Source: an optimization exercise on an open RTL-to-GDS flow (aim: small area, a short achievable clock period and few clock cycles). Production flows keep margins and buffers that such runs may drop. Function was checked by simulation only, so behaviour that the tests miss may differ from the original. Power figures rest on the tool's default switching activity, not on a simulated workload.

## flow/constraint.sdc

```tcl
create_clock -name core_clock -period 10.0 [get_ports {clk}]
set_input_delay 2.0000 -clock core_clock [delete_from_list [all_inputs] [get_ports {clk}]]
set_output_delay 2.0000 -clock core_clock [all_outputs]
set_load 0.01 [all_outputs]
```

## flow/run.sh

```bash
#!/bin/bash
# synth_recipe.tcl (not shown) runs the flow's synth.tcl, then flattens the netlist and writes it again
# the make line also repeats each setting of config.mk as NAME=value (left out here)
make -C /OpenROAD-flow-scripts/flow DESIGN_CONFIG=/design/flow/config.mk WORK_HOME=/design/flow/orfs CLKGATE_MAP_FILE= SYNTH_SCRIPT=/design/flow/synth_recipe.tcl finish
```

## flow/design.v

```verilog
module crc16_byte (
    input  wire [15:0] crc_in,
    input  wire [7:0]  data,
    output reg  [15:0] crc_out
);
    integer i;
    always @(*) begin
        crc_out = crc_in ^ {data, 8'h00};
        for (i = 0; i < 8; i = i + 1) begin
            if (crc_out[15])
                crc_out = {crc_out[14:0], 1'b0} ^ 16'h1021;
            else
                crc_out = {crc_out[14:0], 1'b0};
        end
    end
endmodule
module crc32_byte (
    input  wire [31:0] crc_in,
    input  wire [7:0]  data,
    output reg  [31:0] crc_out
);
    integer i;
    always @(*) begin
        crc_out = crc_in ^ {24'h000000, data};
        for (i = 0; i < 8; i = i + 1) begin
            if (crc_out[0])
                crc_out = {1'b0, crc_out[31:1]} ^ 32'hEDB88320;
            else
                crc_out = {1'b0, crc_out[31:1]};
        end
    end
endmodule
module nandio_core (
    input  wire        clk,
    input  wire        rst,
    input  wire        rx_valid,
    input  wire [7:0]  rx_data,
    output wire        rx_ready,
    output wire        tx_valid,
    output reg  [7:0]  tx_data,
    output wire        tx_last,
    input  wire        tx_ready,
    output wire        op_valid,
    output reg  [3:0]  op_code,
    output reg  [31:0] op_arg,
    input  wire        op_ready,
    input  wire [7:0]  op_rdata,
    input  wire [7:0]  dev_id,
    input  wire [31:0] baud,
    input  wire [31:0] free_mem
);
    localparam [31:0] MAGIC        = 32'hDEADC0DE;
    localparam [15:0] CRC16_SEED   = 16'hA281;
    localparam [31:0] CRC32_SEED   = 32'hFFFFFFFF;
    localparam [31:0] CRC32_XOROUT = 32'h00000000;
    localparam [15:0] PROTO_VER    = 16'h0001;
    localparam [31:0] RB_TIMEOUT   = 32'd3000;
    localparam integer CHUNK_SIZE  = 64;
    localparam [6:0]   CHUNK7      = 7'd64;
    localparam [15:0] CMD_PING       = 16'h0000;
    localparam [15:0] CMD_BOOTLOADER = 16'h0001;
    localparam [15:0] CMD_RESTART    = 16'h0002;
    localparam [15:0] CMD_READ_ID    = 16'h0100;
    localparam [15:0] CMD_ID_CONFIG  = 16'h0101;
    localparam [15:0] CMD_READ_PAGE  = 16'h0102;
    localparam [15:0] CMD_ERROR      = 16'hFFFF;
    localparam [7:0] RC_UNKNOWN        = 8'h01;
    localparam [7:0] RC_NOT_SUPPORTED  = 8'h02;
    localparam [7:0] RC_TRANSFER_ERROR = 8'h03;
    localparam [7:0] NAND_RESET   = 8'hFF;
    localparam [7:0] NAND_READ_ID = 8'h90;
    localparam [7:0] NAND_READ1   = 8'h00;
    localparam [7:0] NAND_READ2   = 8'h30;
    localparam [3:0] OP_ENABLE  = 4'd1;
    localparam [3:0] OP_DISABLE = 4'd2;
    localparam [3:0] OP_CMD     = 4'd3;
    localparam [3:0] OP_ALE     = 4'd4;
    localparam [3:0] OP_WRITE   = 4'd5;
    localparam [3:0] OP_DIR_IN  = 4'd6;
    localparam [3:0] OP_READ    = 4'd7;
    localparam [3:0] OP_WAIT    = 4'd8;
    localparam [3:0] OP_SLEEP   = 4'd9;
    localparam [2:0] S_RXHDR  = 3'd0;    
    localparam [2:0] S_EVAL   = 3'd1;    
    localparam [2:0] S_RXPAY  = 3'd2;    
    localparam [2:0] S_OPS    = 3'd3;    
    localparam [2:0] S_TX     = 3'd4;    
    localparam [2:0] S_PG_RD  = 3'd5;    
    localparam [2:0] S_PG_WR  = 3'd6;    
    localparam [2:0] S_PG_DIS = 3'd7;    
    localparam [1:0] P_HDR = 2'd0;
    localparam [1:0] P_PAY = 2'd1;
    localparam [1:0] P_TRL = 2'd2;
    localparam [1:0] POST_POLL  = 2'd0;
    localparam [1:0] POST_ERR   = 2'd1;    
    localparam [1:0] POST_CFG   = 2'd2;    
    localparam [1:0] POST_PAGE  = 2'd3;    
    localparam SEQ_READ_ID = 1'b0;
    localparam SEQ_PAGE    = 1'b1;
    reg [2:0]  state;
    reg        cfg_wait;
    reg [3:0]  hdr_cnt;
    reg [95:0] hdr_sh;
    reg [15:0] rx_c16;
    reg [3:0]  pay_cnt;
    reg        pay_is_cfg;
    reg [71:0] pl_buf;
    reg [31:0] trl_sh;
    reg [31:0] rx_c32;
    reg [31:0] cfg_size;
    reg [31:0] cfg_delay;
    reg        cfg_pull;
    reg [39:0] addr;
    reg [2:0]  alen;
    reg [31:0] remaining;
    reg [6:0]  chunk_n;
    reg [6:0]  rd_cnt;
    reg [7:0]  buf_mem [0:CHUNK_SIZE-1];
    reg        seq;
    reg [3:0]  step;
    reg [2:0]  acnt;
    reg [39:0] id_buf;
    reg [1:0]  tx_phase;
    reg [6:0]  tx_idx;
    reg [15:0] tx_cmd;
    reg [31:0] tx_len;
    reg [87:0] tx_pay;
    reg [3:0]  tx_npay;
    reg [1:0]  tx_post;
    reg [7:0]  err_code;
    reg [15:0] tx_c16;
    reg [31:0] tx_c32;
    wire [15:0] rx_c16_next;
    wire [31:0] rx_c32_next;
    wire [15:0] tx_c16_next;
    wire [31:0] tx_c32_next;
    crc16_byte u_rx_c16 (.crc_in(rx_c16), .data(rx_data), .crc_out(rx_c16_next));
    crc32_byte u_rx_c32 (.crc_in(rx_c32), .data(rx_data), .crc_out(rx_c32_next));
    crc16_byte u_tx_c16 (.crc_in(tx_c16), .data(tx_data), .crc_out(tx_c16_next));
    crc32_byte u_tx_c32 (.crc_in(tx_c32), .data(tx_data), .crc_out(tx_c32_next));
    assign rx_ready = (state == S_RXHDR) || (state == S_RXPAY);
    assign tx_valid = (state == S_TX) || (state == S_PG_WR);
    assign op_valid = (state == S_OPS) || (state == S_PG_RD) || (state == S_PG_DIS);
    wire rx_fire = rx_valid && rx_ready;
    wire tx_fire = tx_valid && tx_ready;
    wire op_fire = op_valid && op_ready;
    wire [31:0] h_magic = hdr_sh[31:0];
    wire [15:0] h_cmd   = hdr_sh[47:32];
    wire [15:0] h_crc   = hdr_sh[95:80];
    wire        h_ok    = (h_magic == MAGIC) && (h_crc == rx_c16);
    wire [3:0]  pay_len  = pay_is_cfg ? 4'd9 : 4'd6;
    wire [31:0] trl_full = {rx_data, trl_sh[31:8]};
    wire [79:0] tx_hdr10 = {tx_len, tx_cmd, MAGIC};    
    wire [31:0] tx_trl   = tx_c32 ^ CRC32_XOROUT;
    always @(*) begin
        tx_data = 8'h00;
        if (state == S_PG_WR) begin
            tx_data = buf_mem[tx_idx[5:0]];
        end else begin
            case (tx_phase)
                P_HDR: begin
                    if (tx_idx == 7'd10)
                        tx_data = tx_c16[7:0];
                    else if (tx_idx == 7'd11)
                        tx_data = tx_c16[15:8];
                    else
                        tx_data = tx_hdr10[tx_idx*8 +: 8];
                end
                P_PAY:   tx_data = tx_pay[tx_idx*8 +: 8];
                default: tx_data = tx_trl[tx_idx[1:0]*8 +: 8];
            endcase
        end
    end
    assign tx_last = (state == S_TX) &&
                     (((tx_phase == P_HDR) && (tx_idx == 7'd11) &&
                       (tx_npay == 4'd0) && (tx_post != POST_PAGE)) ||
                      ((tx_phase == P_TRL) && (tx_idx == 7'd3)));
    always @(*) begin
        op_code = 4'd0;
        op_arg  = 32'd0;
        case (state)
            S_PG_RD:  op_code = OP_READ;
            S_PG_DIS: op_code = OP_DISABLE;
            S_OPS: begin
                if (seq == SEQ_READ_ID) begin
                    case (step)
                        4'd0:  op_code = OP_ENABLE;
                        4'd1:  begin op_code = OP_CMD; op_arg = {24'd0, NAND_RESET}; end
                        4'd2:  begin op_code = OP_WAIT; op_arg = RB_TIMEOUT; end
                        4'd3:  op_code = OP_ENABLE;
                        4'd4:  begin op_code = OP_CMD; op_arg = {24'd0, NAND_READ_ID}; end
                        4'd5:  begin op_code = OP_ALE; op_arg = 32'd1; end
                        4'd6:  begin op_code = OP_WRITE; op_arg = 32'd0; end
                        4'd7:  begin op_code = OP_ALE; op_arg = 32'd0; end
                        4'd8:  begin op_code = OP_DIR_IN; op_arg = {31'd0, cfg_pull}; end
                        4'd14: op_code = OP_DISABLE;
                        default: op_code = OP_READ;    
                    endcase
                end else begin
                    case (step)
                        4'd0: op_code = OP_ENABLE;
                        4'd1: begin op_code = OP_CMD; op_arg = {24'd0, NAND_READ1}; end
                        4'd2: begin op_code = OP_ALE; op_arg = 32'd1; end
                        4'd3: begin op_code = OP_WRITE; op_arg = {24'd0, addr[acnt*8 +: 8]}; end
                        4'd4: begin op_code = OP_ALE; op_arg = 32'd0; end
                        4'd5: begin
                            if (cfg_delay != 32'd0) begin
                                op_code = OP_SLEEP; op_arg = cfg_delay;
                            end else begin
                                op_code = OP_CMD; op_arg = {24'd0, NAND_READ2};
                            end
                        end
                        4'd6: begin op_code = OP_DIR_IN; op_arg = {31'd0, cfg_pull}; end
                        default: begin op_code = OP_WAIT; op_arg = RB_TIMEOUT; end
                    endcase
                end
            end
            default: ;
        endcase
    end
    wire [6:0] next_chunk = (remaining > CHUNK_SIZE) ? CHUNK7 : remaining[6:0];
    wire [31:0] rem_after = remaining - {25'd0, chunk_n};
    wire [6:0] chunk_after = (rem_after > CHUNK_SIZE) ? CHUNK7 : rem_after[6:0];
    task start_send(input [15:0] cmd, input [31:0] len, input [87:0] pay,
                    input [3:0] npay, input [1:0] post);
        begin
            state    <= S_TX;
            tx_phase <= P_HDR;
            tx_idx   <= 7'd0;
            tx_cmd   <= cmd;
            tx_len   <= len;
            tx_pay   <= pay;
            tx_npay  <= npay;
            tx_post  <= post;
            tx_c16   <= CRC16_SEED;
            tx_c32   <= CRC32_SEED;
        end
    endtask
    task start_rx_header;
        begin
            state   <= S_RXHDR;
            hdr_cnt <= 4'd0;
            rx_c16  <= CRC16_SEED;
        end
    endtask
    always @(posedge clk) begin
        if (rst) begin
            state     <= S_RXHDR;
            cfg_wait  <= 1'b0;
            hdr_cnt   <= 4'd0;
            rx_c16    <= CRC16_SEED;
            cfg_size  <= 32'd0;
            cfg_delay <= 32'd0;
            cfg_pull  <= 1'b0;
        end else begin
            case (state)
                S_RXHDR: begin
                    if (rx_fire) begin
                        hdr_sh  <= {rx_data, hdr_sh[95:8]};
                        hdr_cnt <= hdr_cnt + 4'd1;
                        if (hdr_cnt < 4'd10)
                            rx_c16 <= rx_c16_next;
                        if (hdr_cnt == 4'd11)
                            state <= S_EVAL;
                    end
                end
                S_EVAL: begin
                    if (cfg_wait) begin
                        if (h_ok && (h_cmd == CMD_ID_CONFIG)) begin
                            state      <= S_RXPAY;
                            pay_cnt    <= 4'd0;
                            pay_is_cfg <= 1'b1;
                            rx_c32     <= CRC32_SEED;
                        end else begin
                            start_rx_header;            
                        end
                    end else if (!h_ok) begin
                        start_send(CMD_ERROR, 32'd1, {80'd0, RC_TRANSFER_ERROR}, 4'd1, POST_POLL);
                    end else begin
                        case (h_cmd)
                            CMD_PING:
                                start_send(CMD_PING, 32'd11,
                                           {free_mem, baud, PROTO_VER, dev_id}, 4'd11, POST_POLL);
                            CMD_BOOTLOADER, CMD_RESTART: begin
                                start_send(h_cmd, 32'd1, 88'd0, 4'd1, POST_ERR);
                                err_code <= RC_NOT_SUPPORTED;
                            end
                            CMD_READ_ID: begin
                                state <= S_OPS;
                                seq   <= SEQ_READ_ID;
                                step  <= 4'd0;
                            end
                            CMD_READ_PAGE: begin
                                state      <= S_RXPAY;
                                pay_cnt    <= 4'd0;
                                pay_is_cfg <= 1'b0;
                                rx_c32     <= CRC32_SEED;
                            end
                            default:
                                start_send(CMD_ERROR, 32'd1, {80'd0, RC_UNKNOWN}, 4'd1, POST_POLL);
                        endcase
                    end
                end
                S_RXPAY: begin
                    if (rx_fire) begin
                        pay_cnt <= pay_cnt + 4'd1;
                        if (pay_cnt < pay_len) begin
                            pl_buf[pay_cnt*8 +: 8] <= rx_data;
                            rx_c32 <= rx_c32_next;
                        end else begin
                            trl_sh <= trl_full;
                        end
                        if (pay_cnt == pay_len + 4'd3) begin
                            if (trl_full != (rx_c32 ^ CRC32_XOROUT)) begin
                                cfg_wait <= 1'b0;
                                start_send(CMD_ERROR, 32'd1, {80'd0, RC_TRANSFER_ERROR}, 4'd1, POST_POLL);
                            end else if (pay_is_cfg) begin
                                cfg_size  <= pl_buf[31:0];
                                cfg_delay <= pl_buf[63:32];
                                cfg_pull  <= (pl_buf[71:64] != 8'd0);
                                cfg_wait  <= 1'b0;
                                start_rx_header;
                            end else begin
                                addr      <= pl_buf[39:0];
                                alen      <= (pl_buf[47:40] > 8'd5) ? 3'd5 : pl_buf[42:40];
                                remaining <= cfg_size;
                                start_send(CMD_READ_PAGE, cfg_size, 88'd0, 4'd0, POST_PAGE);
                            end
                        end
                    end
                end
                S_OPS: begin
                    if (op_fire) begin
                        if (seq == SEQ_READ_ID) begin
                            if (step >= 4'd9 && step <= 4'd13)
                                id_buf[(step - 4'd9)*8 +: 8] <= op_rdata;
                            if (step == 4'd14)
                                start_send(CMD_READ_ID, 32'd5, {48'd0, id_buf}, 4'd5, POST_CFG);
                            else
                                step <= step + 4'd1;
                        end else begin
                            case (step)
                                4'd2: begin
                                    acnt <= 3'd0;
                                    step <= (alen == 3'd0) ? 4'd4 : 4'd3;
                                end
                                4'd3: begin
                                    acnt <= acnt + 3'd1;
                                    if (acnt + 3'd1 == alen)
                                        step <= 4'd4;
                                end
                                4'd7: begin
                                    state   <= S_PG_RD;
                                    chunk_n <= next_chunk;
                                    rd_cnt  <= 7'd0;
                                end
                                default: step <= step + 4'd1;
                            endcase
                        end
                    end
                end
                S_TX: begin
                    if (tx_fire) begin
                        tx_idx <= tx_idx + 7'd1;
                        case (tx_phase)
                            P_HDR: begin
                                if (tx_idx < 7'd10)
                                    tx_c16 <= tx_c16_next;
                                if (tx_idx == 7'd11) begin
                                    tx_idx <= 7'd0;
                                    if (tx_post == POST_PAGE) begin
                                        if (remaining == 32'd0) begin
                                            tx_phase <= P_TRL;
                                        end else begin
                                            state <= S_OPS;
                                            seq   <= SEQ_PAGE;
                                            step  <= 4'd0;
                                        end
                                    end else if (tx_npay == 4'd0) begin
                                        start_rx_header;
                                    end else begin
                                        tx_phase <= P_PAY;
                                    end
                                end
                            end
                            P_PAY: begin
                                tx_c32 <= tx_c32_next;
                                if (tx_idx == {3'd0, tx_npay} - 7'd1) begin
                                    tx_idx   <= 7'd0;
                                    tx_phase <= P_TRL;
                                end
                            end
                            default: begin
                                if (tx_idx == 7'd3) begin
                                    case (tx_post)
                                        POST_ERR:
                                            start_send(CMD_ERROR, 32'd1, {80'd0, err_code}, 4'd1, POST_POLL);
                                        POST_CFG: begin
                                            cfg_wait <= 1'b1;
                                            start_rx_header;
                                        end
                                        default:
                                            start_rx_header;
                                    endcase
                                end
                            end
                        endcase
                    end
                end
                S_PG_RD: begin
                    if (op_fire) begin
                        buf_mem[rd_cnt[5:0]] <= op_rdata;
                        rd_cnt <= rd_cnt + 7'd1;
                        if (rd_cnt == chunk_n - 7'd1) begin
                            state  <= S_PG_WR;
                            tx_idx <= 7'd0;
                        end
                    end
                end
                S_PG_WR: begin
                    if (tx_fire) begin
                        tx_c32 <= tx_c32_next;
                        tx_idx <= tx_idx + 7'd1;
                        if (tx_idx == chunk_n - 7'd1) begin
                            remaining <= rem_after;
                            if (rem_after == 32'd0) begin
                                state <= S_PG_DIS;
                            end else begin
                                state   <= S_PG_RD;
                                chunk_n <= chunk_after;
                                rd_cnt  <= 7'd0;
                            end
                        end
                    end
                end
                default: begin    
                    if (op_fire) begin
                        state    <= S_TX;
                        tx_phase <= P_TRL;
                        tx_idx   <= 7'd0;
                    end
                end
            endcase
        end
    end
endmodule
```

## flow/config.mk

```make
export PLATFORM = sky130hd
export DESIGN_NAME = nandio_core
export DESIGN_NICKNAME = nandio_core
export VERILOG_FILES = /design/flow/design.v
export SDC_FILE = /design/flow/constraint.sdc
export NUM_CORES = 4
export LEC_CHECK = 0
export CAP_MARGIN = 20
export CORE_MARGIN = 2
export CORE_UTILIZATION = 40
export SLEW_MARGIN = 20
```

==> results.yml <==
setup_path:
  path_buf_inv: 3
  crit_type: "register to primary output"
  crit_arrival_ps: 5360
  endpoint_kind: "primary output"
  path_cells: "buf_4 -> ha_1 -> nor2b_1 -> and2_1 -> a31oi_1 -> a2111oi_1 -> a211oi_2 -> inv_1 -> clkdlybuf4s50_1"
  cp.required_ps: 8000
  start_kind: "register"
  reg2reg_to: "tx_c32[26]"
  r2r_slack_ps: 4410
  crit_slowest_cell: "edfxtp_1"
  cp_top_family: "compound AO/OA/AOI/OAI gates"
  r2r_cells: 12
  timing.rr.start: "tx_idx[1]"
  max_stage_delay_ps: 980
  critPathMaxFanout: 35
clock_network:
  clock_path_buffers: 3
  cts_tree: "built"
  cts_num_sinks: 1171
  postCtsHoldBufs: 0
  root_buffer: "clkbuf_16"
  cts_setup_buffers: 0
  cts.reportedPaths.clkPinSlew_ps: 60
  htreeDepth: 3
  clk_latency_ps: 770
  cts_made_buffers: 121
  cts_resized: 0
logic_synthesis:
  avgSynthCellArea_um2: 14.5
  synth_warnings: 3
  netlist_area_um2: 52600
  yosysSeqAreaShare: 0.650
  async_flop_share: 0
  synthCells: 3632
  synth-edff-count: 1076
  synth_nets: 3762
  dominantRegCellSynth: "edfxtp_1"
  synthDistinctLibCells: 96
  ys_seq_elements: 1171
final_layout:
  area.growth.synth_to_final_pct: 13.6
  drive_gt1_frac: 0.138
  post-route-cell-area_um2: 59700
  fillers: 11500
  nNetsFinal: 3888
  final_cells: 5611
floorplanning:
  ios: 141
  die_area_um2: 134000
  num_rows: 133
  start_util: 0.402
  core-area_um2: 131000
  die_h_um: 367
  die_width_um: 367
global_route:
  grt_pass1_wl_um: 206000
  grt_use_total: 0.203
  grt.overflow.total: 0
  grt_pass1_vias: 30800
  antenna_found_initial: 6
  grt_start_max_net_pins: 88
route:
  wl_um: 138000
  post-route-drc-count: 0
  wl_met1_um: 59200
  drt_iter0_drc: 3515
  first_pass_iters: 6
  avgRoutedWirePerCell_um: 24.7
  wl_met2_um: 67600
  antenna_left: 0
  met3_length_um: 8440
  num_vias: 31600
  top_layer_used: "met5"
  vias_per_cell: 5.64
timing:
  slew_headroom: 0.254
  drv_slew: 0
  postLayoutSetupSlackWorst_ps: 2640
  finalCriticalPeriod_ps: 7360
  hold_violations: 0
  finalSetupTns_ps: 0
  fin_skew_ps: 45.6
  hold_ws_ps: 418
  period_share: 0.736
  fmax_mhz: 136
  finalSetupViolCount: 0
  worstMarginPinSlew_ps: 1110
  grt_setup_unrepaired: "no"
power_and_ir_drop:
  pwr-share-comb: 0.032
  switchingPower_w: 0.00219
  pwr-share-seq: 0.527
  cellPowerDensity_nw_per_um2: 171
  peakVddDrop_mv: 0.183
  clock_power_share: 0.441
  switching_share: 0.215
  leakage_nw: 19.0
  p_int_w: 0.00802
min_path:
  hold_start: "hdr_sh[77]"
  hold_class: "register to register"
  hold_depth: 0
  hold-path-endpoint: "hdr_sh[69]"
place:
  dp_hpwl_um: 91100
  port_buffers: 140
  place_congestion: 0.886
  place_ws_ps: 3190
  dpl_cell_area_um2: 55800
  dp_cells: 5389
job:
  cap_violations: 0
outcome:
  status: "timing/DRC/antenna clean"
## metrics by stage
step	power, W	utilization
3_5_place_dp	0.00582	0.426
3_3_place_gp	0.00582	0.426
4_1_cts	0.0103	0.456
6_report	0.0102	0.456
5_1_grt	0.0105	0.456
2_1_floorplan	0.00568	-
## routing by layer
layer / up-vias / track usage
met5: - / 0
met3: 186 / 0.0315
met1: 16200 / 0.281
met2: 1088 / 0.334
met4: 2 / 0.0525
li1: 14200 / -
## kinds of logic after synthesis
family / synth area share
DFF: 0.650
and+or+nand+nor: 0.0969
AOI/OAI and AO/OA: 0.0681
muxes: 0.0991
xor gates and xnor gates: 0.0536
buffers and inverters: 0.0231
adders and majority gates: 0.00894
## power by group through the flow
stage                     combinational [W]  clock (W)  sequential [W]
after floorplan                    0.000196          0         0.00548
after global placement             0.000327          0         0.00549
after detailed placement           0.000326          0         0.00549
after CTS                          0.000328    0.00458         0.00539
after global routing               0.000358    0.00477         0.00539
final                              0.000325    0.00451         0.00539
## worst max-delay path by stage
stage / from / to / cells past startpoint
6_report: tx_idx[1] / tx_data[7] / 9
5_1_grt: tx_idx[1] / tx_data[7] / 9
4_1_cts: tx_idx[1] / tx_data[7] / 9
3_5_place_dp: rx_data[7] / tx_pay[79] / 12
3_3_place_gp: rx_data[7] / tx_pay[71] / 12
2_1_floorplan: rx_data[0] / tx_cmd[0] / 8
## synth_stat cells (all sizes together), types with 9 or more instances
master / number / area share
nand4: 39 / 0.0046
a22oi: 25 / 0.0036
nor2: 217 / 0.015
a211oi: 18 / 0.0027
o22ai: 16 / 0.0019
and3: 18 / 0.0021
buf: 72 / 0.0097
nand2: 335 / 0.024
a21oi: 158 / 0.015
nand3: 57 / 0.0054
xnor2: 205 / 0.035
a31oi: 20 / 0.0024
nor2b: 21 / 0.0025
dfxtp: 95 / 0.036
nand3b: 14 / 0.0020
or2: 10 / 0.0012
ha: 36 / 0.0086
o31ai: 9 / 0.0013
mux4: 160 / 0.069
inv: 51 / 0.0036
a22o: 30 / 0.0050
and2: 131 / 0.016
xor2: 78 / 0.014
or3: 25 / 0.0030
mux2i: 73 / 0.014
clkbuf: 130 / 0.0093
nor3: 60 / 0.0058
nor3b: 12 / 0.0017
o21ai: 100 / 0.0095
nor4: 41 / 0.0049
a32o: 51 / 0.0097
or4: 11 / 0.0016
mux2: 74 / 0.016
nand2b: 22 / 0.0026
a221oi: 12 / 0.0026
a211o: 9 / 0.0015
edfxtp: 1076 / 0.61
## registers in the layout, indices dropped and copies added (netlist names), 4 cells and up, named ones only
name       flops
remaining     32
cfg_size      32
trl_sh        24
tx_pay        88
tx_len        32
rx_c16        16
pay_cnt        4
hdr_cnt        4
pl_buf        72
id_buf        40
buf_mem      512
rx_c32        32
tx_cmd        16
rd_cnt         7
tx_c32        32
cfg_delay     32
chunk_n        7
hdr_sh        96
addr          40
step           4
tx_idx         7
tx_c16        16
## area by class of cell
| class | instances | area [um2] | area share |
|---|---|---|---|
| Clock buffer | 150 | 3160 | 0.0528 |
| Tap cell | 1755 | 2200 | 0.0368 |
| Multi-Input combinational cell | 2202 | 17300 | 0.289 |
| Antenna cell | 1 | 2.50 | 0.0000419 |
| Sequential cell | 1171 | 34200 | 0.573 |
| Inverter | 57 | 214 | 0.00358 |
| Timing Repair Buffer | 205 | 1880 | 0.0315 |
| Clock inverter | 70 | 778 | 0.0130 |
## cell usage in the layout, fill, tap and decap left out, types with 11 or more instances in the layout
cell,instances
nand3_1,57
a22oi_1,25
dfxtp_1,91
a211oi_1,17
nor4_1,39
clkbuf_16,121
clkbuf_1,27
clkinv_2,19
nand2_1,334
or3_1,25
xnor2_1,200
nand2b_1,22
inv_1,49
mux2i_1,73
mux2_2,74
nor2_1,206
ha_1,36
buf_4,63
xor2_1,74
mux4_1,13
and3_1,18
edfxtp_1,1076
a32o_1,51
nor2b_1,20
nand4_1,39
clkinv_1,26
or4_1,11
a22o_1,30
a21oi_1,157
nand3b_1,14
and2_1,130
clkdlybuf4s50_1,131
o21ai_0,95
o22ai_1,16
nor3_1,56
a31oi_1,20
bufinv_16,11
mux4_2,147
Testbench counts, summed over its fixed seeds: cycles 188,328.

## re-timing with driven ports
The results above use ideal ports. As a check the final layout listed here was re-extracted and re-timed, cells and wires unchanged.
Step 1 (the two cells are an assumption about what drives the block):
set clk [get_ports {clk}]
set_driving_cell -lib_cell sky130_fd_sc_hd__clkbuf_16 $clk
set_driving_cell -lib_cell sky130_fd_sc_hd__buf_2 [delete_from_list [all_inputs] $clk]
Step 2 also shifts input and output timing later by t, the mid clock arrival at the registers, as if the neighbouring blocks saw the same clock.
a / b / c = ideal ports / drivers / drivers and shift; a / b = the first two.
t, ns: 0.815
setup slack, ns: 2.636 / 2.566 / 3.380
hold slack, ns: 0.418 / 0.418 / 0.418
cell pins on the clock port's net: 1
After both steps setup and hold are still met in this run. The setup slack of this run moves by -0.070 ns with the drivers and by +0.744 ns with both steps.
